This design comes from an exercise in tuning for small area on the open sky130 flow, not from production work.
Function was checked by simulation only, so behaviour that the tests miss may differ from the original.
Power figures rest on the tool's default switching activity, not on a simulated workload. No driver is modelled on the clock port, so clocking that relies on it looks cheaper here than on a real chip.

**design/flow/flow/run.sh**
```bash
#!/bin/bash
set -euo pipefail
cd "$(dirname "$0")/.."
export BUFFER_PORTS_ARGS="-buffer_cell sky130_fd_sc_hd__buf_1"
export CTS_ARGS="-sink_clustering_enable -repair_clock_nets -dont_use_dummy_load -buf_list sky130_fd_sc_hd__clkbuf_16 -sink_clustering_size 36 -sink_clustering_max_diameter 80"
bash standard.sh > standard_flow.log 2>&1
```
**design/flow/standard.sh**
```bash
#!/bin/bash
# synth_recipe.tcl (not shown) runs the flow's synth.tcl, then flattens the netlist and writes it again
# the make line also repeats each setting of config.mk as NAME=value (left out here)
make -C /OpenROAD-flow-scripts/flow DESIGN_CONFIG=/design/flow/config.mk WORK_HOME=/design/flow/orfs CLKGATE_MAP_FILE= SYNTH_SCRIPT=/design/flow/synth_recipe.tcl "${@:-finish}"
```
**design/flow/config.mk**
```make
export PLATFORM = sky130hd
export DESIGN_NAME = led_matrix
export DESIGN_NICKNAME = led_matrix
export VERILOG_FILES = /design/flow/design.v
export SDC_FILE = /design/flow/constraint.sdc
export NUM_CORES = 4
export LEC_CHECK = 0
export CAP_MARGIN = 20
export CORE_MARGIN = 2
export CORE_UTILIZATION = 40
export SLEW_MARGIN = 20
```
**design/flow/constraint.sdc**
```tcl
create_clock -name core_clock -period 10.0 [get_ports {clk}]
set_input_delay 2.0000 -clock core_clock [delete_from_list [all_inputs] [get_ports {clk}]]
set_output_delay 2.0000 -clock core_clock [all_outputs]
set_load 0.01 [all_outputs]
```
**design/flow/design.v**
```verilog
module led_index (
    input  wire [2:0] row,
    input  wire [2:0] col,
    output wire [4:0] idx
);
    localparam [319:0] TABLE = 320'h41cc941cc55b1aa5b1ae946139460f088600886441cc941cc55b1aa5b1ae946139460fadaf4adaf8;
    assign idx = TABLE[{row, col} * 5 +: 5];
endmodule
module led_glyph_rom (
    input  wire [3:0] id,
    input  wire [4:0] pix,
    output wire       on
);
    localparam [511:0] TABLE = 512'h0000000000f0c02f01e8fa3e00e8fe3101e1d10100f0c02f01e8fa3e00e8fe3101e1d10100417c440014507e004255c40101170f00447d0400fc145000475484;
    assign on = TABLE[{id, pix}];
endmodule
module led_matrix #(
    parameter integer T_GAP = 256    
) (
    input  wire        clk,
    input  wire        rst,          
    input  wire [31:0] cmd_data,
    input  wire        cmd_valid,
    output wire        cmd_ready,
    input  wire [1:0]  ra,
    output reg  [31:0] rd_data,
    output wire [7:0]  tx_data,
    output wire        tx_valid,
    input  wire        tx_ready
);
    localparam [2:0] OP_MAP   = 3'b001;
    localparam [2:0] OP_SETPX = 3'b010;
    localparam [2:0] OP_FLUSH = 3'b011;
    localparam [2:0] OP_CLEAR = 3'b100;
    localparam [2:0] OP_DRAW  = 3'b101;
    localparam [2:0] F_ILLEGAL  = 3'd1;
    localparam [2:0] F_RESERVED = 3'd2;
    localparam [2:0] F_COORD    = 3'd3;
    localparam [2:0] F_INDEX    = 3'd4;
    localparam [2:0] F_GLYPH    = 3'd5;
    localparam [4:0] PIX_LAST = 5'd8;
    localparam integer GAP_TURNS = (T_GAP - 2 + 24) / 25 + 1;
    localparam [4:0]   GAP_END   = ((GAP_TURNS - 1) * 17) % 25;
    reg [599:0] ring;             
    reg [4:0]   pix;              
    reg         clr;              
    reg [31:0]  cmd_q;            
    reg         busy;             
    reg         fr;               
    reg         fault;
    reg [4:0]   last_idx;
    reg         txv;              
    reg [4:0]   tq;               
    reg [1:0]   kq;               
    wire [7:0]  txd = cmd_q[28:21];   
    wire [1:0]  kc  = cmd_q[20:19];   
    wire [2:0] op    = cmd_q[31:29];
    wire [2:0] row   = cmd_q[5:3];
    wire [2:0] col   = cmd_q[2:0];
    wire [4:0] idx   = cmd_q[28:24];
    wire [3:0] glyph = cmd_q[3:0];
    reg        dec_fault;
    reg [2:0]  dec_fcode;
    always @(*) begin
        dec_fault = 1'b0;
        dec_fcode = 3'd0;
        case (op)
            OP_MAP: begin
                if (cmd_q[28:6] != 23'd0) begin
                    dec_fault = 1'b1; dec_fcode = F_RESERVED;
                end else if (row > 3'd4 || col > 3'd4) begin
                    dec_fault = 1'b1; dec_fcode = F_COORD;
                end
            end
            OP_SETPX: begin
                if (idx > 5'd24) begin
                    dec_fault = 1'b1; dec_fcode = F_INDEX;
                end
            end
            OP_FLUSH, OP_CLEAR: begin
                if (cmd_q[28:0] != 29'd0) begin
                    dec_fault = 1'b1; dec_fcode = F_RESERVED;
                end
            end
            OP_DRAW: begin
                if (cmd_q[28:4] != 25'd0) begin
                    dec_fault = 1'b1; dec_fcode = F_RESERVED;
                end else if (glyph > 4'd10) begin
                    dec_fault = 1'b1; dec_fcode = F_GLYPH;
                end
            end
            default: begin
                dec_fault = 1'b1; dec_fcode = F_ILLEGAL;
            end
        endcase
    end
    wire check     = busy && !fr;
    wire do_map    = check && !dec_fault && (op == OP_MAP);
    wire do_setpx  = check && (op == OP_SETPX);   
    wire start     = check && !dec_fault && (op == OP_FLUSH || op == OP_CLEAR || op == OP_DRAW);
    wire zero_rg   = fr && op[2];                 
    wire do_draw   = fr && op[2] && op[0];
    wire [4:0] map_idx;
    led_index u_map_index (.row(row), .col(col), .idx(map_idx));
    wire glyph_on;
    led_glyph_rom u_rom (.id(glyph), .pix(pix), .on(glyph_on));
    wire setpx_hit = do_setpx && (pix == idx);
    assign cmd_ready = !rst && !busy && !fault;
    wire   cmd_fire  = cmd_valid && cmd_ready;
    assign tx_valid = txv;
    assign tx_data  = txd;
    wire   tx_fire  = txv && tx_ready;
    wire   turn     = (pix == PIX_LAST);
    wire   in_gap   = (kq == 2'd3) && !txv;
    wire [4:0] tq_next = (tq >= 5'd8) ? tq - 5'd8 : tq + 5'd17;
    wire [23:0] head = ring[23:0];
    wire        keep = !setpx_hit && !zero_rg && !clr;
    wire [23:0] ins  = ({24{setpx_hit}} & cmd_q[23:0]) |
                       ({24{keep}} & head) |
                       {16'd0, {8{do_draw && glyph_on}}};
    always @(posedge clk)
        ring <= {ins, ring[599:24]};
    wire [7:0] tap = (kc == 2'd0) ? ins[23:16] :
                     (kc == 2'd1) ? ring[591:584] :
                                    ring[559:552];
    wire load = fr && (kq != 2'd3) && (pix == tq) && (!txv || tx_ready);
    wire frame_end = tx_fire && (kq == 2'd3);
    always @(posedge clk) begin
        if (!busy && !fault) begin
            cmd_q <= cmd_data;
        end else if (load) begin
            cmd_q[28:21] <= tap;
            cmd_q[20:19] <= (kc == 2'd2) ? 2'd0 : kc + 2'd1;
        end
    end
    always @(posedge clk) begin
        if (rst) begin
            pix      <= 5'd0;
            clr      <= 1'b1;
            busy     <= 1'b0;
            fr       <= 1'b0;
            fault    <= 1'b0;
            last_idx <= 5'd0;
            txv      <= 1'b0;
            tq       <= 5'd0;
            kq       <= 2'd3;
        end else begin
            pix <= (pix >= 5'd8) ? pix - 5'd8 : pix + 5'd17;
            if (turn)
                clr <= 1'b0;
            if (cmd_fire)
                busy <= 1'b1;
            if (check && dec_fault) begin
                busy  <= 1'b0;
                fault <= 1'b1;
            end
            if (do_map) begin
                busy     <= 1'b0;
                last_idx <= map_idx;
            end
            if (setpx_hit)
                busy <= 1'b0;
            if (start)
                fr <= 1'b1;
            if (load) begin
                txv <= 1'b1;
                tq  <= tq_next;
                if (tq == 5'd8)
                    kq <= kq + 2'd1;
            end else if (tx_fire) begin
                txv <= 1'b0;
            end
            if (frame_end) begin
                busy <= 1'b0;
                fr   <= 1'b0;
            end
            if (in_gap && turn) begin
                if (tq == GAP_END) begin
                    tq <= 5'd0;
                    kq <= 2'd0;
                end else begin
                    tq <= tq_next;
                end
            end
        end
    end
    always @(*) begin
        case (ra)
            2'd0:    rd_data = {27'd0, fault ? dec_fcode : 3'd0, fault, busy};
            2'd1:    rd_data = {27'd0, last_idx};
            2'd2:    rd_data = fault ? cmd_q : 32'd0;
            default: rd_data = 32'd0;
        endcase
    end
endmodule
```
==> impl_metrics.toml, run 1 <==
[clock_network]
ctsLongestPathBuffers = 3
cts_max_level = 1
number_of_clock_sinks_seen_by_cts = 654
path_clk_slew_ps = 120
cts_resized = 0
clockRootBuffer = "sky130_fd_sc_hd__clkbuf_16"
cts-buffers-inserted = 24
cts_setup_buffers = 0
cts.hold.buffers_added = 0
tritoncts = "built"
clock_insertion_delay_worst_skew_ps = 570

[synthesis]
postSynthRegisterBits = 654
syn_nets = 1163
ys_async_sr_fraction_pct = 0
syn-instance-count = 1111
yosys_top_cell_by_area = "sky130_fd_sc_hd__dfxtp_1"
netlist-cell-type-count = 59
synth_ff_type = "sky130_fd_sc_hd__dfxtp_1"
yosysWarnings = 1
yosys-top-cells-area = "sky130_fd_sc_hd__dfxtp_1, sky130_fd_sc_hd__edfxtp_1, sky130_fd_sc_hd__nand2_1"
syn-mean-instance-area_sq_um = 14.52
proportion_of_synthesized_chip_area_in_sequential_cells_pct = 83.16
synth_top_area_share_pct = 77.20
mappedNetlistArea_sq_um = 16130
synth_enable_flop_cells = 32

[hold_path]
min_path_cells = 0
worstHoldPathType = "register to register"

[die]
placementRows = 73
dieHeight_um = 204.8
io_pins = 80
die_footprint_sq_um = 41950
die_width_um = 204.8
coreArea_sq_um = 39730
initial_core_util_pct = 40.60

[place]
port-buffer-count = 79
dp_hpwl_um = 17670
routabilityCongestion = 0.8117
place.detailed.instances = 1679
dpl-instance-area_sq_um = 16910
post-place-ws_ps = 4481

[timing]
hold_violations_final = 0
holdWs_ps = 270.8
worst_slew_margin_rel_pct = 26.92
max_freq_mhz = 180.8
finalCriticalPeriod_ps = 5531
fin_tns_setup_ps = 0
final_min_period_over_clock_period_pct = 55.31
clock_skew_ps = 55.87
worst_slew_pin_slew_ps = 1091
setup_viol = 0
finalWorstSetupSlack_ps = 4469
slew_viol_final = 0
grt_setup_unrepaired = "no"

[drt]
initial_drc_count = 544
final_antenna_net_count = 0
viasPerCell = 4.395
dr_total_vias = 7485
drc = 0
drtPass1Iterations = 7
route.met2.wl_um = 11750
wl_um = 26870
highest-signal-layer = "met4"
m1WireLength_um = 13280
route.met3.wl_um = 1402
routed_wire_length_per_instance_um = 15.78

[layout]
most-common-layout-cells = "sky130_fd_sc_hd__dfxtp_1, sky130_fd_sc_hd__buf_1, sky130_fd_sc_hd__nand2_1, sky130_fd_sc_hd__a21oi_1, sky130_fd_sc_hd__nor2_1"
fillers = 3590
fin_nets = 1232
instances_no_fill = 1703
diodes = 0
most_common_cell_after_layout_fill_and_taps_aside = "sky130_fd_sc_hd__dfxtp_1"
syn_to_final_growth_pct = 8.564
drive_above_1_share_pct = 3.820
finish.instance_area_sq_um = 17510
finish.utilization_pct = 44.07

[power_and_ir_drop]
post-layout-total-power_mw = 4.255
peakVddDrop_v = 0.0001244
power.density_nw_per_um2 = 243.0
power_leakage_nw = 6.679

[worst_setup_path]
timing.critical_path.required_ps = 8000
critPathKind = "primary input to primary output"
path_max_fanout = 22
worst-r2r-cell-count = 7
cp.arrival_ps = 3530
endpoint_kind = "primary output"
start_kind = "primary input"

[global_route]
via_count_of_the_first_global_routing_pass = 7187
grt_max_degree = 37
global_route.overflow_total = 0
grt_util_all_layers_pct = 12.88
number_of_antenna_violations_at_the_first_check_in_global_routing = 0
grt_pass1_wl_um = 41410

[status]
result_of_the_run = "finished clean"

[run]
max-cap-violations = 0
## Yosys cell counts (6+ instances only)
library cell,number
sky130_fd_sc_hd__o21ai_0,35
sky130_fd_sc_hd__nand2_1,68
sky130_fd_sc_hd__o221ai_1,10
sky130_fd_sc_hd__nor3_1,6
sky130_fd_sc_hd__mux2i_1,15
sky130_fd_sc_hd__ha_1,14
sky130_fd_sc_hd__edfxtp_1,32
sky130_fd_sc_hd__buf_2,10
sky130_fd_sc_hd__buf_4,12
sky130_fd_sc_hd__nor2_1,36
sky130_fd_sc_hd__xnor2_1,15
sky130_fd_sc_hd__inv_1,34
sky130_fd_sc_hd__o211ai_1,7
sky130_fd_sc_hd__a21oi_1,38
sky130_fd_sc_hd__dfxtp_1,622
sky130_fd_sc_hd__nand3b_1,6
sky130_fd_sc_hd__and2_1,22
sky130_fd_sc_hd__clkbuf_1,15
sky130_fd_sc_hd__nor4_1,15
sky130_fd_sc_hd__nor2b_1,11
## critical path, stage by stage
cell and delay, ps:
sky130_fd_sc_hd__buf_1 550, sky130_fd_sc_hd__nor3_2 90, sky130_fd_sc_hd__buf_4 250, sky130_fd_sc_hd__a222oi_1 430
sky130_fd_sc_hd__inv_1 70, sky130_fd_sc_hd__buf_1 130
## power by group
part           total, mW  internal (mW)  switching [mW]
combinational      0.346          0.133           0.214
sequential          2.79           2.68           0.105
clock               1.12          0.435           0.687
## worst paths after layout
check / to / slack, ps / from
min: ring[267]$_DFF_P_ / 270 / ring[291]$_DFF_P_
min reg2reg: ring[267]$_DFF_P_ / 270 / ring[291]$_DFF_P_
max reg2reg: cmd_q[24]$_DFFE_PP_ / 6920 / cmd_q[29]$_DFFE_PP_
max: rd_data[3] / 4470 / ra[0]
## sequential cells by signal (all words and copies together), names as in the netlist
register / cells
txv: 1
busy: 1
fault: 1
kq: 2
fr: 1
tq: 5
clr: 1
last_idx: 5
ring: 600
cmd_q: 32
pix: 5
## kinds of logic (layout without fill, tap and decap cells)
logic type	count (synthesis)	count (layout)	synth area share, %
compound gates	125	125	4.779
xor+xnor	20	20	1.086
fa+ha+maj	14	14	1.086
buf+inv	75	142	2.195
flops	654	654	83.16
mux	16	16	1.001
simple gates	207	207	6.695
## metal layers
| metal | up-vias | track usage, % |
|---|---|---|
| met3 | 32 | 2.291 |
| met5 | - | 0 |
| li1 | 3735 | - |
| met2 | 160 | 20.08 |
| met1 | 3558 | 18.65 |
| met4 | 0 | 3.002 |
## layout make-up
cell class                      instances  area (sq um)  area share (%)
Tap cell                              525         656.9           3.751
Multi-Input combinational cell        382          2379           13.58
Inverter                               34         127.6          0.7288
Sequential cell                       654         13410           76.60
Timing Repair Buffer                   84         334.1           1.908
Clock buffer                           24         600.6           3.430
==> inputs of run 2 (changes only) <==
--- a/design/flow/design.v
+++ b/design/flow/design.v
@@ -38,9 +38,8 @@
     localparam [2:0] F_COORD    = 3'd3;
     localparam [2:0] F_INDEX    = 3'd4;
     localparam [2:0] F_GLYPH    = 3'd5;
-    localparam [4:0] PIX_LAST = 5'd8;
     localparam integer GAP_TURNS = (T_GAP - 2 + 24) / 25 + 1;
-    localparam [4:0]   GAP_END   = ((GAP_TURNS - 1) * 17) % 25;
+    localparam [4:0]   GAP_LAST  = GAP_TURNS - 1;
     reg [599:0] ring;             
     reg [4:0]   pix;              
     reg         clr;              
@@ -50,8 +49,8 @@
     reg         fault;
     reg [4:0]   last_idx;
     reg         txv;              
-    reg [4:0]   tq;               
-    reg [1:0]   kq;               
+    reg [4:0]   ti;               
+    reg         gp;               
     wire [7:0]  txd = cmd_q[28:21];   
     wire [1:0]  kc  = cmd_q[20:19];   
     wire [2:0] op    = cmd_q[31:29];
@@ -110,9 +109,8 @@
     assign tx_valid = txv;
     assign tx_data  = txd;
     wire   tx_fire  = txv && tx_ready;
-    wire   turn     = (pix == PIX_LAST);
-    wire   in_gap   = (kq == 2'd3) && !txv;
-    wire [4:0] tq_next = (tq >= 5'd8) ? tq - 5'd8 : tq + 5'd17;
+    wire   turn     = (pix == 5'd24);
+    wire   in_gap   = gp && !txv;
     wire [23:0] head = ring[23:0];
     wire        keep = !setpx_hit && !zero_rg && !clr;
     wire [23:0] ins  = ({24{setpx_hit}} & cmd_q[23:0]) |
@@ -120,11 +118,12 @@
                        {16'd0, {8{do_draw && glyph_on}}};
     always @(posedge clk)
         ring <= {ins, ring[599:24]};
-    wire [7:0] tap = (kc == 2'd0) ? ins[23:16] :
-                     (kc == 2'd1) ? ring[591:584] :
-                                    ring[559:552];
-    wire load = fr && (kq != 2'd3) && (pix == tq) && (!txv || tx_ready);
-    wire frame_end = tx_fire && (kq == 2'd3);
+    wire [7:0] tap_old = (kc == 2'd0) ? head[23:16] :
+                         (kc == 2'd1) ? head[15:8] :
+                                        head[7:0];
+    wire [7:0] tap = zero_rg ? {8{do_draw && glyph_on && kc == 2'd2}} : tap_old;
+    wire load      = fr && !gp && (pix == ti) && (!txv || tx_ready);
+    wire frame_end = tx_fire && gp;
     always @(posedge clk) begin
         if (!busy && !fault) begin
             cmd_q <= cmd_data;
@@ -142,10 +141,10 @@
             fault    <= 1'b0;
             last_idx <= 5'd0;
             txv      <= 1'b0;
-            tq       <= 5'd0;
-            kq       <= 2'd3;
+            ti       <= 5'd0;
+            gp       <= 1'b1;
         end else begin
-            pix <= (pix >= 5'd8) ? pix - 5'd8 : pix + 5'd17;
+            pix <= turn ? 5'd0 : pix + 5'd1;
             if (turn)
                 clr <= 1'b0;
             if (cmd_fire)
@@ -164,9 +163,14 @@
                 fr <= 1'b1;
             if (load) begin
                 txv <= 1'b1;
-                tq  <= tq_next;
-                if (tq == 5'd8)
-                    kq <= kq + 2'd1;
+                if (kc == 2'd2) begin
+                    if (ti == 5'd24) begin
+                        ti <= 5'd0;
+                        gp <= 1'b1;
+                    end else begin
+                        ti <= ti + 5'd1;
+                    end
+                end
             end else if (tx_fire) begin
                 txv <= 1'b0;
             end
@@ -175,11 +179,11 @@
                 fr   <= 1'b0;
             end
             if (in_gap && turn) begin
-                if (tq == GAP_END) begin
-                    tq <= 5'd0;
-                    kq <= 2'd0;
+                if (ti == GAP_LAST) begin
+                    ti <= 5'd0;
+                    gp <= 1'b0;
                 end else begin
-                    tq <= tq_next;
+                    ti <= ti + 5'd1;
                 end
             end
         end
--- a/design/flow/config.mk
+++ b/design/flow/config.mk
@@ -7,5 +7,5 @@
 export LEC_CHECK = 0
 export CAP_MARGIN = 20
 export CORE_MARGIN = 2
-export CORE_UTILIZATION = 40
+export CORE_UTILIZATION = 65
 export SLEW_MARGIN = 20
==> run 2 against run 1 <==
  * Synthesized area decreased by 1.3%
  * Sequential power decreased by 3%
  * Final cell count decreased by 16%
  * Hold slack improved by 45 ps
  * Sequential share of layout area increased by 2.0 points
  * Clock power about the same
  * Critical path type unchanged
  * Largest cell class unchanged
==> impl_metrics.toml, run 2 <==
[worst_setup_path]
timing.critical_path.required_ps = 8000
timing.critical_path.max_delay_family = "simple AND/OR/NAND/NOR gates"
worst_path_max_delay_cell = "sky130_fd_sc_hd__nor2b_2"
critPathKind = "primary input to primary output"
worst_r2r_endpoint = "ring[576]$_DFF_P_"
start_kind = "primary input"
endpoint_kind = "primary output"
startpoint = "ra[0]"
max_stage_delay_ps = 880
crit_buf_inv = 2
worstReg2RegStart = "pix[0]$_SDFF_PP0_"
sequence_of_cells_on_the_critical_path = "buf_1 > nor2b_2 > nand3_1 > a2bb2oi_1 > o21ai_1 > buf_1"
worst-r2r-cell-count = 9
critPathMostFrequentCell = "sky130_fd_sc_hd__buf_1"
critPathCapture = "rd_data[4]"
path_max_fanout = 31
timing.critical_path.depth = 6
setup.reg_to_reg.worst_slack_ps = 6950
cp.arrival_ps = 3710

[synthesis]
yosysWarnings = 1
netlist_top_cells_count = "sky130_fd_sc_hd__dfxtp_1, sky130_fd_sc_hd__edfxtp_1, sky130_fd_sc_hd__nor2_1, sky130_fd_sc_hd__and3_1, sky130_fd_sc_hd__nand2_1"
synth_ff_type = "sky130_fd_sc_hd__dfxtp_1"
yosys-top-cells-area = "sky130_fd_sc_hd__dfxtp_1, sky130_fd_sc_hd__edfxtp_1, sky130_fd_sc_hd__mux2i_1"
mappedNetlistArea_sq_um = 15920
syn-mean-instance-area_sq_um = 15.20
synth.most_common_cell = "sky130_fd_sc_hd__dfxtp_1"
proportion_of_synthesized_chip_area_in_sequential_cells_pct = 84.14
syn-instance-count = 1047
yosys_top_cell_by_area = "sky130_fd_sc_hd__dfxtp_1"
synth_enable_flop_cells = 32
synth_top_area_share_pct = 78.11
postSynthRegisterBits = 653
ys_async_sr_fraction_pct = 0
syn_nets = 1096
netlist-cell-type-count = 60

[place]
port-buffer-count = 79
dp_hpwl_um = 15940
routabilityCongestion = 0.8284

[clock_network]
clockRootBuffer = "sky130_fd_sc_hd__clkbuf_16"
cts.hold.buffers_added = 0
cts_resized = 0
ctsLongestPathBuffers = 3
cts-buffers-inserted = 22
cts_max_level = 1
number_of_clock_sinks_seen_by_cts = 653
tritoncts = "built"
cts_setup_buffers = 0
path_clk_slew_ps = 120
clock_insertion_delay_worst_skew_ps = 550

[status]
result_of_the_run = "finished clean"

[die]
io_pins = 80
die_width_um = 160.5
coreArea_sq_um = 24180
die_footprint_sq_um = 25760
placementRows = 57
dieHeight_um = 160.5
initial_core_util_pct = 65.83

[power_and_ir_drop]
peakVddDrop_v = 0.0002038
power_leakage_nw = 6.688
post-layout-total-power_mw = 3.949
power.density_nw_per_um2 = 231.8

[timing]
final_min_period_over_clock_period_pct = 57.14
grt_setup_unrepaired = "no"
hold_violations_final = 0
clock_skew_ps = 37.09
setup_viol = 0
worst_slew_margin_rel_pct = 25.02
finalCriticalPeriod_ps = 5714
fin_tns_setup_ps = 0
worst_slew_pin_slew_ps = 1120
slew_viol_final = 0
max_freq_mhz = 175.0

[drt]
routed_wire_length_per_instance_um = 17.95
initial_drc_count = 490
wl_um = 25780
drc = 0
drtPass1Iterations = 5
dr_total_vias = 7177
final_antenna_net_count = 0
viasPerCell = 4.998

[global_route]
grt_max_degree = 37
grt_util_all_layers_pct = 20.12
via_count_of_the_first_global_routing_pass = 7096
grt_pass1_wl_um = 39810
number_of_antenna_violations_at_the_first_check_in_global_routing = 0
global_route.overflow_total = 0

[layout]
fillers = 1543
drive_above_1_share_pct = 3.687
fin_nets = 1163
diodes = 0
biggestRegsByFlops = "ring (600), cmd_q (32)"
most-common-layout-cells = "sky130_fd_sc_hd__dfxtp_1, sky130_fd_sc_hd__buf_1, sky130_fd_sc_hd__edfxtp_1"
largest_reg_flops = 600
syn_to_final_growth_pct = 7.051
most_common_cell_after_layout_fill_and_taps_aside = "sky130_fd_sc_hd__dfxtp_1"
top_register = "ring"

[hold_path]
worstHoldPathType = "register to register"

[run]
max-cap-violations = 0
==> run 2: cell count changes after synthesis, moves of 10 or more <==
| cell | delta |
|---|---|
| sky130_fd_sc_hd__a21oi_1 | -16 |
| sky130_fd_sc_hd__a22o_1 | +14 |
| sky130_fd_sc_hd__and2_1 | -18 |
| sky130_fd_sc_hd__and3_1 | +26 |
| sky130_fd_sc_hd__clkbuf_1 | +11 |
| sky130_fd_sc_hd__inv_1 | -24 |
| sky130_fd_sc_hd__nand2_1 | -38 |
| sky130_fd_sc_hd__o221ai_1 | -10 |
==> run 2: routing by layer <==
| layer | vias to the layer above | GRT usage (%) | wire [um] |
|---|---|---|---|
| met5 | - | 0 | 0 |
| met4 | 0 | 6.143 | 730 |
| met3 | 38 | 2.454 | 925 |
| met2 | 147 | 30.82 | 11190 |
| met1 | 3394 | 30.43 | 12930 |
| li1 | 3598 | - | - |
==> run 2: worst min path at each step <==
stage	endpoint	cells after the start	from	slack, ps
6_report	ring[481]$_DFF_P_	0	ring[505]$_DFF_P_	320
5_1_grt	ring[573]$_DFF_P_	0	ring[597]$_DFF_P_	310
3_3_place_gp	ring[243]$_DFF_P_	0	ring[267]$_DFF_P_	310
3_5_place_dp	ring[530]$_DFF_P_	0	ring[554]$_DFF_P_	310
2_1_floorplan	ring[0]$_DFF_P_	0	ring[24]$_DFF_P_	310
4_1_cts	ring[481]$_DFF_P_	0	ring[505]$_DFF_P_	320
==> run 2: worst register-to-register path: cells and delay by family (launching register included) <==
kind                       cells  cell delay, ps
DFF                            1             780
AOI/OAI and AO/OA              4            1090
adders and majority gates      1             320
buffers and inverters          1             200
muxes                          1              90
and+or+nand+nor                2             530
==> run 2: through the flow <==
stage / hold slack, ps / util (%) / setup WS, ps / instance area [sq um] / std cells
6_report: 316.2 / 70.48 / 4286 / 17040 / 1436
5_1_grt: 314.2 / 70.48 / 4210 / 17040 / 1436
4_1_cts: 319.7 / 70.47 / 4318 / 17040 / 1436
3_5_place_dp: 312.1 / 68.19 / 4332 / 16490 / 1414
3_3_place_gp: 309.7 / 68.15 / 4413 / 16480 / 1413
2_1_floorplan: 309.6 / - / 5150 / 15920 / 1047
==> run 2: final cells by class <==
cell class	count	area, sq um	share of cell area (%)
sequential	653	13390	78.60
multi-input combinational	342	2310	13.56
clock buffer	22	550.5	3.231
tap	324	405.4	2.379
timing repair buffer	84	339.1	1.990
inverter	11	41.29	0.2423
==> run 2: power by group <==
group / total, mW / switching (mW) / internal, mW
registers: 2.72 / 0.0572 / 2.66
clock network: 1.09 / 0.685 / 0.402
logic: 0.144 / 0.0892 / 0.0545
==> run 2: kinds of logic (layout without fill, tap and decap cells) <==
kind of cell / count (synthesis) / count (layout) / synth area share (%)
compound gates: 125 / 125 / 5.330
xor+xnor: 17 / 17 / 0.9354
fa+ha+maj: 11 / 11 / 0.8647
buf+inv: 52 / 117 / 1.525
flops: 653 / 653 / 84.14
mux: 20 / 20 / 1.266
simple gates: 169 / 169 / 5.935
==> inputs of run 3 (changes only) <==
--- a/design/flow/config.mk
+++ b/design/flow/config.mk
@@ -7,5 +7,5 @@
 export LEC_CHECK = 0
 export CAP_MARGIN = 20
 export CORE_MARGIN = 2
-export CORE_UTILIZATION = 65
+export CORE_UTILIZATION = 40
 export SLEW_MARGIN = 20
==> run 3 against run 2 <==
  * Largest cell class unchanged
  * Sequential share of layout area decreased by 1.3 points
  * Critical path type unchanged
  * Routed wire length decreased by 1.1%
  * Still clean
  * Highest routed layer is now met5
  * Power increased by 1.2%
  * Sequential power about the same
==> impl_metrics.toml, run 3 <==
[clock_network]
cts_resized = 0
clockRootBuffer = "sky130_fd_sc_hd__clkbuf_16"
number_of_clock_sinks_seen_by_cts = 653
path_clk_slew_ps = 120
cts_setup_buffers = 0
tritoncts = "built"
cts.hold.buffers_added = 0
ctsLongestPathBuffers = 3
cts-buffers-inserted = 24
cts_max_level = 1
clock_insertion_delay_worst_skew_ps = 590

[drt]
final_antenna_net_count = 0
dr_total_vias = 7249
wl_um = 25480
initial_drc_count = 382
drc = 0
drtPass1Iterations = 5
routed_wire_length_per_instance_um = 15.55
viasPerCell = 4.423

[die]
coreArea_sq_um = 39460
dieHeight_um = 203.5
initial_core_util_pct = 40.34
placementRows = 73
die_footprint_sq_um = 41400
die_width_um = 203.5
io_pins = 80

[hold_path]
worstHoldEndpoint = "ring[77]$_DFF_P_"
min_path_cells = 0
holdCritStartpoint = "ring[101]$_DFF_P_"
worstHoldPathType = "register to register"

[layout]
biggestRegsByFlops = "ring (600), cmd_q (32)"
most-common-layout-cells = "sky130_fd_sc_hd__dfxtp_1, sky130_fd_sc_hd__buf_1, sky130_fd_sc_hd__edfxtp_1"
syn_to_final_growth_pct = 8.883
top_register = "ring"
drive_above_1_share_pct = 3.684
finish.instance_area_sq_um = 17330
fillers = 3540
finish.utilization_pct = 43.92
largest_reg_flops = 600
most_common_cell_after_layout_fill_and_taps_aside = "sky130_fd_sc_hd__dfxtp_1"
fin_nets = 1164

[global_route]
grt_pass1_wl_um = 39390
number_of_antenna_violations_at_the_first_check_in_global_routing = 2
via_count_of_the_first_global_routing_pass = 7143
global_route.overflow_total = 0
met3_usage_pct = 2.189
grt_most_used_layer = "met2"
grt_max_degree = 37
grt_util_met1_pct = 17.35
grt_util_all_layers_pct = 12.35
grt_use_met2_pct = 18.41

[worst_setup_path]
worst_path_max_delay_cell = "sky130_fd_sc_hd__nor2b_2"
crit_buf_inv = 2
timing.critical_path.required_ps = 8000
timing.critical_path.max_delay_family = "simple AND/OR/NAND/NOR gates"
path_max_fanout = 31
critPathKind = "primary input to primary output"
setup.reg_to_reg.worst_slack_ps = 7000
sequence_of_cells_on_the_critical_path = "buf_1 > nor2b_2 > nand3_1 > a2bb2oi_1 > o21ai_1 > buf_1"
max_stage_delay_ps = 870
worst-r2r-cell-count = 9
worst_r2r_endpoint = "ring[578]$_DFF_P_"
worstReg2RegStart = "pix[0]$_SDFF_PP0_"
critPathMostFrequentCell = "sky130_fd_sc_hd__buf_1"
start_kind = "primary input"
cp.arrival_ps = 3710
endpoint_kind = "primary output"

[place]
routabilityCongestion = 0.8306
dpl-instance-area_sq_um = 16730
port-buffer-count = 79
dp_hpwl_um = 16600

[timing]
final_min_period_over_clock_period_pct = 57.13
worst_slew_pin_slew_ps = 1098
finalCriticalPeriod_ps = 5713
setup_viol = 0
fin_tns_setup_ps = 0
hold_violations_final = 0
slew_viol_final = 0
grt_setup_unrepaired = "no"
worst_slew_margin_rel_pct = 26.45
max_freq_mhz = 175.0
holdWs_ps = 277.8
clock_skew_ps = 96.87

[synthesis]
synth_ff_type = "sky130_fd_sc_hd__dfxtp_1"
synth_xor_area_share_pct = 0.9355
netlist-cell-type-count = 60
syn-mean-instance-area_sq_um = 15.20
synth_compound_area_share_pct = 5.330
synth_top_area_share_pct = 78.11
proportion_of_synthesized_chip_area_in_sequential_cells_pct = 84.14
area_fraction_in_and_or_nand_and_nor_cells_after_synthesis_pct = 5.935
netlist_top_cells_count = "sky130_fd_sc_hd__dfxtp_1, sky130_fd_sc_hd__edfxtp_1, sky130_fd_sc_hd__nor2_1, sky130_fd_sc_hd__and3_1, sky130_fd_sc_hd__nand2_1"
synth.most_common_cell = "sky130_fd_sc_hd__dfxtp_1"
syn-instance-count = 1047
ys_async_sr_fraction_pct = 0
syn_nets = 1096
yosysWarnings = 1
yosys-top-cells-area = "sky130_fd_sc_hd__dfxtp_1, sky130_fd_sc_hd__edfxtp_1, sky130_fd_sc_hd__mux2i_1"
synth_enable_flop_cells = 32
mux_contribution_to_synthesized_area_pct = 1.266
mappedNetlistArea_sq_um = 15920
yosys.area_share.adder_pct = 0.8647
yosys_top_cell_by_area = "sky130_fd_sc_hd__dfxtp_1"
postSynthRegisterBits = 653
dominant_combinational_cell_family_by_area_after_synthesis = "simple AND/OR/NAND/NOR gates"

[power_and_ir_drop]
combPwrFrac_pct = 3.6
power.density_nw_per_um2 = 230.5
p_int_mw = 3.150
power.share.sequential_pct = 68.2
peakVddDrop_v = 0.0001058
power.switching_fraction_pct = 21.15
p_switching_mw = 0.8452
power_leakage_nw = 6.704
pwr-share-clk_pct = 28.2

[run]
max-cap-violations = 0

[status]
result_of_the_run = "finished clean"
==> run 3: layout make-up <==
class                   count  area [sq um]  share of cell area, %
diodes                      1         2.502                0.01444
clock buffers              24         600.6                  3.465
inverters                  11         41.29                 0.2382
multi-input cells         342          2310                  13.33
flip-flops and latches    653         13390                  77.28
well taps                 525         656.9                  3.790
repair buffers             83         326.6                  1.884
==> run 3: how the worst max path moves through the flow <==
stage | start | end | slack [ps] | cells past startpoint
2_1_floorplan | ra[0] | rd_data[3] | 5150 | 4
3_3_place_gp | ra[0] | rd_data[4] | 4410 | 6
3_5_place_dp | ra[0] | rd_data[4] | 4310 | 6
4_1_cts | ra[0] | rd_data[4] | 4310 | 6
5_1_grt | ra[0] | rd_data[4] | 4190 | 6
6_report | ra[0] | rd_data[4] | 4290 | 6
==> run 3: kinds of logic (layout without fill, tap and decap cells) <==
logic type      after synthesis  count (layout)
fa+ha+maj                    11              11
xor+xnor                     17              17
flops                       653             653
mux                          20              20
simple gates                169             169
compound gates              125             125
other cells                   0               1
buf+inv                      52             118
==> run 3: worst reg2reg max path: cells and delay by family, from the launching register on <==
family                   cells  cell delay, ps
flip-flops                   1             760
adder cells (fa/ha/maj)      1             320
AND/OR/NAND/NOR              2             470
buffers and inverters        1             190
AO/OA/AOI/OAI                5            1140
==> run 3: through the flow <==
step | total power, mW | setup slack, ps | std cells
after floorplan | 2.861 | 5150 | 1047
after global placement | 2.929 | 4407 | 1614
after detailed placement | 2.929 | 4313 | 1614
after CTS | 4.039 | 4314 | 1638
after global routing | 4.145 | 4190 | 1638
final | 3.995 | 4287 | 1639
==> run 3: power groups by stage <==
stage | Sequential [mW] | Combinational [mW] | Clock, mW
global route | 2.73 | 0.161 | 1.25
CTS | 2.73 | 0.146 | 1.17
global placement | 2.78 | 0.145 | 0
finish | 2.73 | 0.145 | 1.12
floorplan | 2.74 | 0.123 | 0
detailed placement | 2.78 | 0.145 | 0
==> run 3: routing by layer <==
layer	share of wire (%)	vias to the layer above
met5	0.051	-
met3	4.3	62
li1	-	3613
met2	41	150
met4	4.6	2
met1	50	3422
==> inputs of run 4 (changes only) <==
==> design/flow/flow/run.sh (replaced) <==
#!/bin/bash
set -euo pipefail
cd "$(dirname "$0")/.."
export BUFFER_PORTS_ARGS="-buffer_cell sky130_fd_sc_hd__buf_1"
export CTS_ARGS="-sink_clustering_enable -repair_clock_nets -dont_use_dummy_load -buf_list sky130_fd_sc_hd__clkbuf_16 -sink_clustering_size 36 -sink_clustering_max_diameter 60"
bash standard.sh > standard_flow.log 2>&1
--- a/design/flow/config.mk
+++ b/design/flow/config.mk
@@ -7,5 +7,6 @@
 export LEC_CHECK = 0
 export CAP_MARGIN = 20
 export CORE_MARGIN = 2
-export CORE_UTILIZATION = 40
+export CORE_UTILIZATION = 70
+export PLACE_DENSITY = 0.75
 export SLEW_MARGIN = 20
==> run 4 against run 3 <==
  * Critical path depth did not move
  * Worst setup slack improved by 12 ps
  * Synthesized area did not move
  * Die area fell by 42%
  * Largest cell class unchanged
  * Largest power group unchanged
  * Clock power rose by 6%
==> impl_metrics.toml, run 4 <==
[clock_network]
cts.hold.buffers_added = 0
cts-buffers-inserted = 27
clockRootBuffer = "sky130_fd_sc_hd__clkbuf_16"
ctsLongestPathBuffers = 3
cts_resized = 0
clock_insertion_delay_worst_skew_ps = 570
cts_max_level = 1
number_of_clock_sinks_seen_by_cts = 653
cts_setup_buffers = 0
tritoncts = "built"
path_clk_slew_ps = 120

[synthesis]
netlist_top_cells_count = "sky130_fd_sc_hd__dfxtp_1, sky130_fd_sc_hd__edfxtp_1, sky130_fd_sc_hd__nor2_1, sky130_fd_sc_hd__and3_1, sky130_fd_sc_hd__nand2_1"
postSynthRegisterBits = 653
netlist-cell-type-count = 60
yosys-top-cells-area = "sky130_fd_sc_hd__dfxtp_1, sky130_fd_sc_hd__edfxtp_1, sky130_fd_sc_hd__mux2i_1"
synth.most_common_cell = "sky130_fd_sc_hd__dfxtp_1"
synth_top_area_share_pct = 78.11
synth_ff_type = "sky130_fd_sc_hd__dfxtp_1"
mappedNetlistArea_sq_um = 15920
yosysWarnings = 1
yosys_top_cell_by_area = "sky130_fd_sc_hd__dfxtp_1"
proportion_of_synthesized_chip_area_in_sequential_cells_pct = 84.14
synth_enable_flop_cells = 32
syn-mean-instance-area_sq_um = 15.20
ys_async_sr_fraction_pct = 0
syn-instance-count = 1047
syn_nets = 1096

[place]
post-place-ws_ps = 4362
routabilityCongestion = 0.8841
dp_hpwl_um = 16810
port-buffer-count = 79
place.detailed.instances = 1372
dpl-instance-area_sq_um = 16410

[global_route]
grt_max_degree = 37
grt_util_all_layers_pct = 23.35
grt_pass1_wl_um = 42100
number_of_antenna_violations_at_the_first_check_in_global_routing = 1
via_count_of_the_first_global_routing_pass = 7335
global_route.overflow_total = 0

[die]
die_width_um = 154.8
io_pins = 80
placementRows = 55
coreArea_sq_um = 22500
die_footprint_sq_um = 23960
initial_core_util_pct = 70.73
dieHeight_um = 154.8

[status]
result_of_the_run = "finished clean"

[run]
max-cap-violations = 0

[layout]
finish.utilization_pct = 76.00
largest_reg_flops = 600
diodes = 0
final-seq-area_sq_um = 13390
fin_nets = 1166
syn_to_final_growth_pct = 7.444
top_register = "ring"
most-common-layout-cells = "sky130_fd_sc_hd__dfxtp_1, sky130_fd_sc_hd__buf_1, sky130_fd_sc_hd__edfxtp_1"
instances_no_fill = 1400
biggestRegsByFlops = "ring (600), cmd_q (32)"
finish.instance_area_sq_um = 17100
fillers = 1286
most_common_cell_after_layout_fill_and_taps_aside = "sky130_fd_sc_hd__dfxtp_1"
multiInputGateArea_sq_um = 2310
drive_above_1_share_pct = 4.036

[timing]
hold_violations_final = 0
clock_skew_ps = 53.42
final_min_period_over_clock_period_pct = 57.01
grt_setup_unrepaired = "no"
setup_viol = 0
slew_viol_final = 0
worst_slew_pin_slew_ps = 1075
max_freq_mhz = 175.4
finalCriticalPeriod_ps = 5701
finalWorstSetupSlack_ps = 4299
holdWs_ps = 264.8
worst_slew_margin_rel_pct = 28.02
fin_tns_setup_ps = 0

[worst_setup_path]
max_stage_delay_ps = 850
path_max_fanout = 31
worst_path_max_delay_cell = "sky130_fd_sc_hd__nor2b_2"
sequence_of_cells_on_the_critical_path = "buf_1 > nor2b_2 > nand3_1 > a2bb2oi_1 > o21ai_1 > buf_1"
cp.arrival_ps = 3700
endpoint_kind = "primary output"
timing.critical_path.required_ps = 8000
start_kind = "primary input"
crit_buf_inv = 2
timing.critical_path.max_delay_family = "simple AND/OR/NAND/NOR gates"
setup.reg_to_reg.worst_slack_ps = 7090
critPathKind = "primary input to primary output"
critPathMostFrequentCell = "sky130_fd_sc_hd__buf_1"

[drt]
drtPass1Iterations = 5
final_antenna_net_count = 0
initial_drc_count = 573
dr_total_vias = 7339
routed_wire_length_per_instance_um = 19.83
wl_um = 27770
viasPerCell = 5.242
drc = 0

[power_and_ir_drop]
power.density_nw_per_um2 = 236.7
post-layout-total-power_mw = 4.049
power_leakage_nw = 6.739
peakVddDrop_v = 0.0001791

[hold_path]
worstHoldPathType = "register to register"
run 4: cell count changes in the layout (fill, tap and decap cells not counted), sizes merged:
cell	delta
clkbuf	+4
buf	-2
diode	-1
run 4: worst paths after layout:
kind,start,endpoint,depth (start not counted)
setup reg to reg,cmd_q[0]$_DFFE_PP_,last_idx[3]$_SDFFE_PP0P_,9
hold / removal,ring[576]$_DFF_P_,ring[552]$_DFF_P_,0
hold reg to reg,ring[576]$_DFF_P_,ring[552]$_DFF_P_,0
setup / recovery,ra[0],rd_data[4],6
run 4: layout make-up:
cell class	instances	share of cell area, %
inverters	11	0.2414
well taps	285	2.085
multi-input cells	342	13.51
clock buffers	27	3.951
repair buffers	82	1.895
flip-flops and latches	653	78.32
run 4: where the power goes:
group	leakage, nW	total, mW	internal (mW)	switching [mW]
Sequential	5.33	2.73	2.66	0.0653
Clock	0.333	1.19	0.485	0.702
Combinational	1.08	0.135	0.0534	0.0815
run 4: metal layers:
metal	GRT usage (%)	vias to the layer above	share of wire, %
li1	-	3601	-
met1	32.65	3507	45
met2	39.41	186	49
met3	2.718	45	3.8
met4	6.173	0	2.4
met5	0	-	0
run 4: cell families after synthesis:
family          Yosys count  synth area share [%]
simple gates            169                 5.935
buf+inv                  52                 1.525
flops                   653                 84.14
mux                      20                 1.266
fa+ha+maj                11                0.8647
xor+xnor                 17                0.9354
compound gates          125                 5.330
==> inputs of run 5 (changes only) <==
--- a/design/flow/design.v
+++ b/design/flow/design.v
@@ -11,8 +11,8 @@
     input  wire [4:0] pix,
     output wire       on
 );
-    localparam [511:0] TABLE = 512'h0000000000f0c02f01e8fa3e00e8fe3101e1d10100f0c02f01e8fa3e00e8fe3101e1d10100417c440014507e004255c40101170f00447d0400fc145000475484;
-    assign on = TABLE[{id, pix}];
+    localparam [511:0] TABLE = 512'h00000000000000000000000000000288078207d70782042203020027001100c9078007f5034403ff0344015f0308009c00110072072003220628067d06280588;
+    assign on = TABLE[{pix, id}];
 endmodule
 module led_matrix #(
     parameter integer T_GAP = 256    
@@ -38,8 +38,8 @@
     localparam [2:0] F_COORD    = 3'd3;
     localparam [2:0] F_INDEX    = 3'd4;
     localparam [2:0] F_GLYPH    = 3'd5;
-    localparam integer GAP_TURNS = (T_GAP - 2 + 24) / 25 + 1;
-    localparam [4:0]   GAP_LAST  = GAP_TURNS - 1;
+    localparam integer GAP_TURNS = (T_GAP - 2 + 24) / 25 + 1;    
+    localparam [4:0]   GAP_LAST  = GAP_TURNS - 8;                 
     reg [599:0] ring;             
     reg [4:0]   pix;              
     reg         clr;              
@@ -109,7 +109,7 @@
     assign tx_valid = txv;
     assign tx_data  = txd;
     wire   tx_fire  = txv && tx_ready;
-    wire   turn     = (pix == 5'd24);
+    wire   turn     = pix[4] && pix[3];           
     wire   in_gap   = gp && !txv;
     wire [23:0] head = ring[23:0];
     wire        keep = !setpx_hit && !zero_rg && !clr;
@@ -121,7 +121,7 @@
     wire [7:0] tap_old = (kc == 2'd0) ? head[23:16] :
                          (kc == 2'd1) ? head[15:8] :
                                         head[7:0];
-    wire [7:0] tap = zero_rg ? {8{do_draw && glyph_on && kc == 2'd2}} : tap_old;
+    wire [7:0] tap = zero_rg ? {8{do_draw && glyph_on && kc[1]}} : tap_old;
     wire load      = fr && !gp && (pix == ti) && (!txv || tx_ready);
     wire frame_end = tx_fire && gp;
     always @(posedge clk) begin
@@ -129,7 +129,7 @@
             cmd_q <= cmd_data;
         end else if (load) begin
             cmd_q[28:21] <= tap;
-            cmd_q[20:19] <= (kc == 2'd2) ? 2'd0 : kc + 2'd1;
+            cmd_q[20:19] <= {kc[0], !kc[1] && !kc[0]};    
         end
     end
     always @(posedge clk) begin
@@ -141,7 +141,7 @@
             fault    <= 1'b0;
             last_idx <= 5'd0;
             txv      <= 1'b0;
-            ti       <= 5'd0;
+            ti       <= 5'd25;
             gp       <= 1'b1;
         end else begin
             pix <= turn ? 5'd0 : pix + 5'd1;
@@ -163,13 +163,10 @@
                 fr <= 1'b1;
             if (load) begin
                 txv <= 1'b1;
-                if (kc == 2'd2) begin
-                    if (ti == 5'd24) begin
-                        ti <= 5'd0;
+                if (kc[1]) begin
+                    ti <= ti + 5'd1;
+                    if (ti[4] && ti[3])       
                         gp <= 1'b1;
-                    end else begin
-                        ti <= ti + 5'd1;
-                    end
                 end
             end else if (tx_fire) begin
                 txv <= 1'b0;
@@ -179,7 +176,7 @@
                 fr   <= 1'b0;
             end
             if (in_gap && turn) begin
-                if (ti == GAP_LAST) begin
+                if (!ti[4] && ti[2]) begin    
                     ti <= 5'd0;
                     gp <= 1'b0;
                 end else begin
==> design/flow/flow/run.sh (replaced) <==
#!/bin/bash
set -euo pipefail
cd "$(dirname "$0")/.."
export BUFFER_PORTS_ARGS="-buffer_cell sky130_fd_sc_hd__buf_1"
export CTS_ARGS="-sink_clustering_enable -repair_clock_nets -dont_use_dummy_load -buf_list sky130_fd_sc_hd__clkbuf_8 -sink_clustering_size 20 -sink_clustering_max_diameter 50"
bash standard.sh > standard_flow.log 2>&1
--- a/design/flow/config.mk
+++ b/design/flow/config.mk
@@ -7,6 +7,5 @@
 export LEC_CHECK = 0
 export CAP_MARGIN = 20
 export CORE_MARGIN = 2
-export CORE_UTILIZATION = 70
-export PLACE_DENSITY = 0.75
+export CORE_UTILIZATION = 65
 export SLEW_MARGIN = 20
==> run 5 against run 4 <==
  * Critical endpoint is now rd_data[9]
  * Critical path type unchanged
  * Final cell count increased by 3.7%
  * Flip-flop and latch count unchanged
  * Still clean on timing, DRC and antenna
  * Core utilization decreased by 5.7 points
  * Largest cell class unchanged
  * Non-clock buffer count increased by 2
  * Highest routed layer unchanged
==> impl_metrics.toml, run 5 <==
[global_route]
via_count_of_the_first_global_routing_pass = 6992
global_route.overflow_total = 0
grt_pass1_wl_um = 37650
grt_max_degree = 35
number_of_antenna_violations_at_the_first_check_in_global_routing = 0
grt_util_all_layers_pct = 19.06

[layout]
largest_reg_flops = 600
syn_to_final_growth_pct = 6.990
final-seq-area_sq_um = 13390
fillers = 1608
top_register = "ring"
diodes = 0
multiInputGateArea_sq_um = 2245
fin_nets = 1176
most_common_cell_after_layout_fill_and_taps_aside = "sky130_fd_sc_hd__dfxtp_1"
drive_above_1_share_pct = 5.053
biggestRegsByFlops = "ring (600), cmd_q (32)"
most-common-layout-cells = "sky130_fd_sc_hd__dfxtp_1, sky130_fd_sc_hd__buf_1, sky130_fd_sc_hd__clkbuf_8, sky130_fd_sc_hd__nand2_1, sky130_fd_sc_hd__nor2_1"

[clock_network]
cts_setup_buffers = 0
ctsLongestPathBuffers = 3
clock_insertion_delay_worst_skew_ps = 570
clockRootBuffer = "sky130_fd_sc_hd__clkbuf_8"
cts-buffers-inserted = 41
cts.hold.buffers_added = 0
tritoncts = "built"
cts_max_level = 2
number_of_clock_sinks_seen_by_cts = 653
cts_resized = 0
path_clk_slew_ps = 110

[synthesis]
syn_nets = 1092
ys_async_sr_fraction_pct = 0
syn-instance-count = 1046
synth_top_area_share_pct = 78.30
netlist_top_cells_count = "sky130_fd_sc_hd__dfxtp_1, sky130_fd_sc_hd__nand2_1, sky130_fd_sc_hd__nor2_1, sky130_fd_sc_hd__edfxtp_1, sky130_fd_sc_hd__a21oi_1"
synth_enable_flop_cells = 32
synth_ff_type = "sky130_fd_sc_hd__dfxtp_1"
yosysWarnings = 1
proportion_of_synthesized_chip_area_in_sequential_cells_pct = 84.36
netlist-cell-type-count = 63
yosys_top_cell_by_area = "sky130_fd_sc_hd__dfxtp_1"
postSynthRegisterBits = 653
mappedNetlistArea_sq_um = 15880
syn-mean-instance-area_sq_um = 15.18
yosys-top-cells-area = "sky130_fd_sc_hd__dfxtp_1, sky130_fd_sc_hd__edfxtp_1, sky130_fd_sc_hd__and3_1"
synth.most_common_cell = "sky130_fd_sc_hd__dfxtp_1"

[die]
die_footprint_sq_um = 25690
initial_core_util_pct = 65.67
placementRows = 57
io_pins = 80
dieHeight_um = 160.3
coreArea_sq_um = 24180
die_width_um = 160.3

[timing]
final_min_period_over_clock_period_pct = 50.46
max_freq_mhz = 198.2
clock_skew_ps = 67.82
worst_slew_pin_slew_ps = 1092
holdWs_ps = 274.3
finalCriticalPeriod_ps = 5046
slew_viol_final = 0
worst_slew_margin_rel_pct = 26.94
setup_viol = 0
fin_tns_setup_ps = 0
grt_setup_unrepaired = "no"
hold_violations_final = 0

[worst_setup_path]
cp.arrival_ps = 3050
critPathMostFrequentCell = "sky130_fd_sc_hd__buf_1"
timing.critical_path.required_ps = 8000
critPathKind = "primary input to primary output"
endpoint_kind = "primary output"
worst-r2r-cell-count = 6
worst_path_max_delay_cell = "sky130_fd_sc_hd__buf_4"
setup.reg_to_reg.worst_slack_ps = 7010
worst_r2r_endpoint = "ring[576]$_DFF_P_"
start_kind = "primary input"
path_max_fanout = 27
max_stage_delay_ps = 340
sequence_of_cells_on_the_critical_path = "buf_1 > nor2b_2 > buf_4 > and3_1 > buf_1"
critPathCapture = "rd_data[9]"
startpoint = "ra[0]"
worstReg2RegStart = "cmd_q[3]$_DFFE_PP_"

[drt]
drtPass1Iterations = 5
routed_wire_length_per_instance_um = 16.67
wl_um = 24210
viasPerCell = 5.054
final_antenna_net_count = 0
dr_total_vias = 7338
drc = 0
initial_drc_count = 397

[power_and_ir_drop]
peakVddDrop_v = 0.0001537
p_int_mw = 3.230
power.switching_fraction_pct = 24.65
power_leakage_nw = 6.625
combPwrFrac_pct = 8.1
pwr-share-clk_pct = 24.7
power.share.sequential_pct = 67.2
p_switching_mw = 1.057
power.density_nw_per_um2 = 252.3

[place]
port-buffer-count = 79
dp_hpwl_um = 15090
routabilityCongestion = 0.8125

[status]
result_of_the_run = "finished clean"

[run]
max-cap-violations = 0

[hold_path]
holdCritStartpoint = "ring[599]$_DFF_P_"
min_path_cells = 0
worstHoldPathType = "register to register"
==> run 5: cell type report <==
type | count | share of cell area, %
clock buffers | 41 | 3.322
inverters | 12 | 0.2652
multi-input cells | 338 | 13.21
flip-flops and latches | 653 | 78.84
well taps | 324 | 2.387
repair buffers | 84 | 1.967
==> run 5: worst min-delay path by stage <==
| stage | slack [ps] | endpoint |
|---|---|---|
| 6_report | 270 | ring[575]$_DFF_P_ |
| 5_1_grt | 280 | ring[458]$_DFF_P_ |
| 4_1_cts | 270 | ring[575]$_DFF_P_ |
| 3_5_place_dp | 310 | ring[162]$_DFF_P_ |
| 3_3_place_gp | 310 | ring[389]$_DFF_P_ |
| 2_1_floorplan | 310 | ring[0]$_DFF_P_ |
==> run 5: routing by layer <==
layer,up-vias,wire length (um),track usage (%)
met5,-,0,0
met2,189,10320,28.34
met3,40,1248,3.636
met4,0,569,6.429
met1,3470,12070,28.48
li1,3639,-,-
==> run 5: kinds of logic (layout without fill, tap and decap cells) <==
| group | Yosys count | in the layout | share of synthesized area (%) |
|---|---|---|---|
| buffers and inverters | 55 | 137 | 1.600 |
| AND/OR/NAND/NOR | 174 | 174 | 5.982 |
| AO/OA/AOI/OAI | 129 | 129 | 5.824 |
| flip-flops | 653 | 653 | 84.36 |
| XOR/XNOR | 13 | 13 | 0.7172 |
| multiplexers | 14 | 14 | 0.8905 |
| adder cells (fa/ha/maj) | 8 | 8 | 0.6305 |
==> run 5: metrics by stage <==
stage	total power [mW]	cells	utilization, %	area, sq um	setup slack (ps)
6_report	4.286	1452	70.26	16990	4954
5_1_grt	4.460	1452	70.26	16990	4774
4_1_cts	4.322	1452	70.26	16990	4970
3_5_place_dp	3.285	1411	67.92	16420	4973
3_3_place_gp	3.284	1411	67.92	16420	5025
2_1_floorplan	3.147	1046	-	15880	5324
==> run 5: power groups by stage <==
stage	sequential [mW]	combinational [mW]	clock, mW
2_1_floorplan	2.83	0.321	0
3_3_place_gp	2.94	0.346	0
3_5_place_dp	2.94	0.348	0
4_1_cts	2.88	0.349	1.10
5_1_grt	2.89	0.385	1.18
6_report	2.88	0.349	1.06
==> run 5: critical path, delay by kind of cell <==
family	cells	cell delay, ps
simple gates	2	430
buf+inv	3	590
==> inputs of run 6 (changes only) <==
==> design/flow/flow/run.sh (replaced) <==
#!/bin/bash
set -euo pipefail
cd "$(dirname "$0")/.."
export BUFFER_PORTS_ARGS="-buffer_cell sky130_fd_sc_hd__buf_1"
export CTS_ARGS="-sink_clustering_enable -repair_clock_nets -dont_use_dummy_load -buf_list sky130_fd_sc_hd__clkbuf_16 -sink_clustering_size 36 -sink_clustering_max_diameter 80"
bash standard.sh > standard_flow.log 2>&1
==> run 6 against run 5 <==
  * Hold slack improved by 17 ps
  * Worst setup slack improved by 7.2 ps
  * Clock skew fell by 29 ps
  * Critical path type unchanged
  * Final cell count fell by 1.3%
  * Core utilization fell by 0.057 points
  * Combinational power barely moved
  * Power rose by 0.26%
  * Synthesized cell count did not move
==> impl_metrics.toml, run 6 <==
[status]
result_of_the_run = "finished clean"

[drt]
initial_drc_count = 507
viasPerCell = 5.040
drc = 0
dr_total_vias = 7222
drtPass1Iterations = 5
final_antenna_net_count = 0
routed_wire_length_per_instance_um = 16.71
wl_um = 23940

[synthesis]
dominant_combinational_cell_family_by_area_after_synthesis = "simple AND/OR/NAND/NOR gates"
syn-mean-instance-area_sq_um = 15.18
synth_ff_type = "sky130_fd_sc_hd__dfxtp_1"
synth_top_area_share_pct = 78.30
mappedNetlistArea_sq_um = 15880
syn-instance-count = 1046
mux_contribution_to_synthesized_area_pct = 0.8905
postSynthRegisterBits = 653
synth_xor_area_share_pct = 0.7172
yosysWarnings = 1
area_fraction_in_and_or_nand_and_nor_cells_after_synthesis_pct = 5.982
yosys-top-cells-area = "sky130_fd_sc_hd__dfxtp_1, sky130_fd_sc_hd__edfxtp_1, sky130_fd_sc_hd__and3_1"
netlist_top_cells_count = "sky130_fd_sc_hd__dfxtp_1, sky130_fd_sc_hd__nand2_1, sky130_fd_sc_hd__nor2_1, sky130_fd_sc_hd__edfxtp_1, sky130_fd_sc_hd__a21oi_1"
ys_async_sr_fraction_pct = 0
synth_enable_flop_cells = 32
proportion_of_synthesized_chip_area_in_sequential_cells_pct = 84.36
synth.most_common_cell = "sky130_fd_sc_hd__dfxtp_1"
synth_compound_area_share_pct = 5.824
yosys.area_share.adder_pct = 0.6305
netlist-cell-type-count = 63
yosys_top_cell_by_area = "sky130_fd_sc_hd__dfxtp_1"
syn_nets = 1092

[worst_setup_path]
endpoint_kind = "primary output"
critPathKind = "primary input to primary output"
timing.critical_path.required_ps = 8000
start_kind = "primary input"
path_max_fanout = 27
cp.arrival_ps = 3040

[global_route]
grt_max_degree = 37
number_of_antenna_violations_at_the_first_check_in_global_routing = 0
global_route.overflow_total = 0
grt_pass1_wl_um = 37030
via_count_of_the_first_global_routing_pass = 6729
grt_util_all_layers_pct = 18.61

[timing]
worst_slew_pin_slew_ps = 1086
clock_skew_ps = 39.30
max_freq_mhz = 198.5
setup_viol = 0
fin_tns_setup_ps = 0
grt_setup_unrepaired = "no"
finalWorstSetupSlack_ps = 4962
finalCriticalPeriod_ps = 5038
hold_violations_final = 0
final_min_period_over_clock_period_pct = 50.38
slew_viol_final = 0
holdWs_ps = 291.7
worst_slew_margin_rel_pct = 27.36

[layout]
finish.instance_area_sq_um = 16970
biggestRegsByFlops = "ring (600), cmd_q (32)"
drive_above_1_share_pct = 3.427
most_common_cell_after_layout_fill_and_taps_aside = "sky130_fd_sc_hd__dfxtp_1"
instances_no_fill = 1433
top_register = "ring"
fin_nets = 1157
most-common-layout-cells = "sky130_fd_sc_hd__dfxtp_1, sky130_fd_sc_hd__buf_1, sky130_fd_sc_hd__nand2_1, sky130_fd_sc_hd__nor2_1, sky130_fd_sc_hd__edfxtp_1"
syn_to_final_growth_pct = 6.903
diodes = 0
finish.utilization_pct = 70.20
largest_reg_flops = 600

[power_and_ir_drop]
peakVddDrop_v = 0.0001995
power.density_nw_per_um2 = 253.2
power_leakage_nw = 6.601
post-layout-total-power_mw = 4.297

[clock_network]
ctsLongestPathBuffers = 3
cts_setup_buffers = 0
path_clk_slew_ps = 120
clock_insertion_delay_worst_skew_ps = 550
number_of_clock_sinks_seen_by_cts = 653
cts_resized = 0
cts-buffers-inserted = 22
tritoncts = "built"
clockRootBuffer = "sky130_fd_sc_hd__clkbuf_16"
cts.hold.buffers_added = 0
cts_max_level = 1

[die]
placementRows = 57
coreArea_sq_um = 24180
io_pins = 80
die_width_um = 160.3
initial_core_util_pct = 65.67
die_footprint_sq_um = 25690
dieHeight_um = 160.3

[place]
dp_hpwl_um = 15090
dpl-instance-area_sq_um = 16420
post-place-ws_ps = 4973
routabilityCongestion = 0.8125
place.detailed.instances = 1411
port-buffer-count = 79

[run]
max-cap-violations = 0

[hold_path]
worstHoldPathType = "register to register"
## run 6: cell counts after synthesis
Identical to the previous run, type by type.
## run 6: critical path: stages
cell and delay (ps):
sky130_fd_sc_hd__buf_1 100, sky130_fd_sc_hd__nor2b_2 220, sky130_fd_sc_hd__buf_4 340, sky130_fd_sc_hd__and3_1 210, sky130_fd_sc_hd__buf_1 150
## run 6: cell type report
cell class,count,area (sq um)
Sequential cell,653,13390
Fill cell,1600,7204
Multi-Input combinational cell,338,2245
Clock buffer,22,550.5
Tap cell,324,405.4
Timing Repair Buffer,84,334.1
Inverter,12,45.04
## run 6: final timing paths
kind	from	end	slack (ps)	cells past startpoint
min reg2reg	ring[482]$_DFF_P_	ring[458]$_DFF_P_	290	0
max reg2reg	cmd_q[3]$_DFFE_PP_	ring[580]$_DFF_P_	7020	6
min	ring[482]$_DFF_P_	ring[458]$_DFF_P_	290	0
max	ra[0]	rd_data[9]	4960	5
## run 6: kinds of logic after synthesis
group | after synthesis
AOI/OAI and AO/OA | 129
muxes | 14
and+or+nand+nor | 174
adders and majority gates | 8
DFF | 653
xor gates and xnor gates | 13
buffers and inverters | 55
## run 6: power by group
group	switching [mW]	internal, mW	leakage (nW)
clock network	0.667	0.401	0.271
logic	0.213	0.135	1.00
registers	0.157	2.72	5.33
## run 6: routing by layer
layer / routed length (um) / track usage, % / vias up
met3: 909 / 2.753 / 36
li1: - / - / 3606
met2: 10140 / 27.74 / 135
met4: 612 / 5.569 / 0
met5: 0 / 0 / -
met1: 12280 / 28.58 / 3445

==> re-timing with driven ports <==
In the flow no input, the clock included, has a driving cell. The finished layouts below were timed again as built, in two steps.
Step 1 sets driving cells, clkbuf_16 on the clock port and buf_2 on the other inputs (assumed; they add their load-dependent delay and slew).
Step 2 adds t to the input delays and takes it off the output delays; t is the mean of the earliest and latest rising clock arrival at the registers after step 1. Input paths then give back, and output paths get back, about the clock's delay inside the block.
Three values: no drivers, after step 1, after step 2; two values: the first two.
run | shift t [ns] | setup WS [ns] | hold slack, ns
run 1 | 0.579 | 4.469 / 4.441 / 4.441 | 0.271 / 0.271 / 0.271
run 2 | 0.587 | 4.286 / 4.263 / 4.263 | 0.316 / 0.316 / 0.316
run 3 | 0.586 | 4.287 / 4.264 / 4.264 | 0.278 / 0.278 / 0.278
run 4 | 0.594 | 4.299 / 4.277 / 4.277 | 0.265 / 0.265 / 0.265
run 5 | 0.583 | 4.954 / 4.935 / 4.935 | 0.274 / 0.274 / 0.274
run 6 | 0.579 | 4.962 / 4.942 / 4.942 | 0.292 / 0.292 / 0.292
After both steps setup and hold are still met in every run listed. For run 1, which loses most, drivers alone change the setup slack by -0.028 ns; drivers and shift together by -0.028 ns.
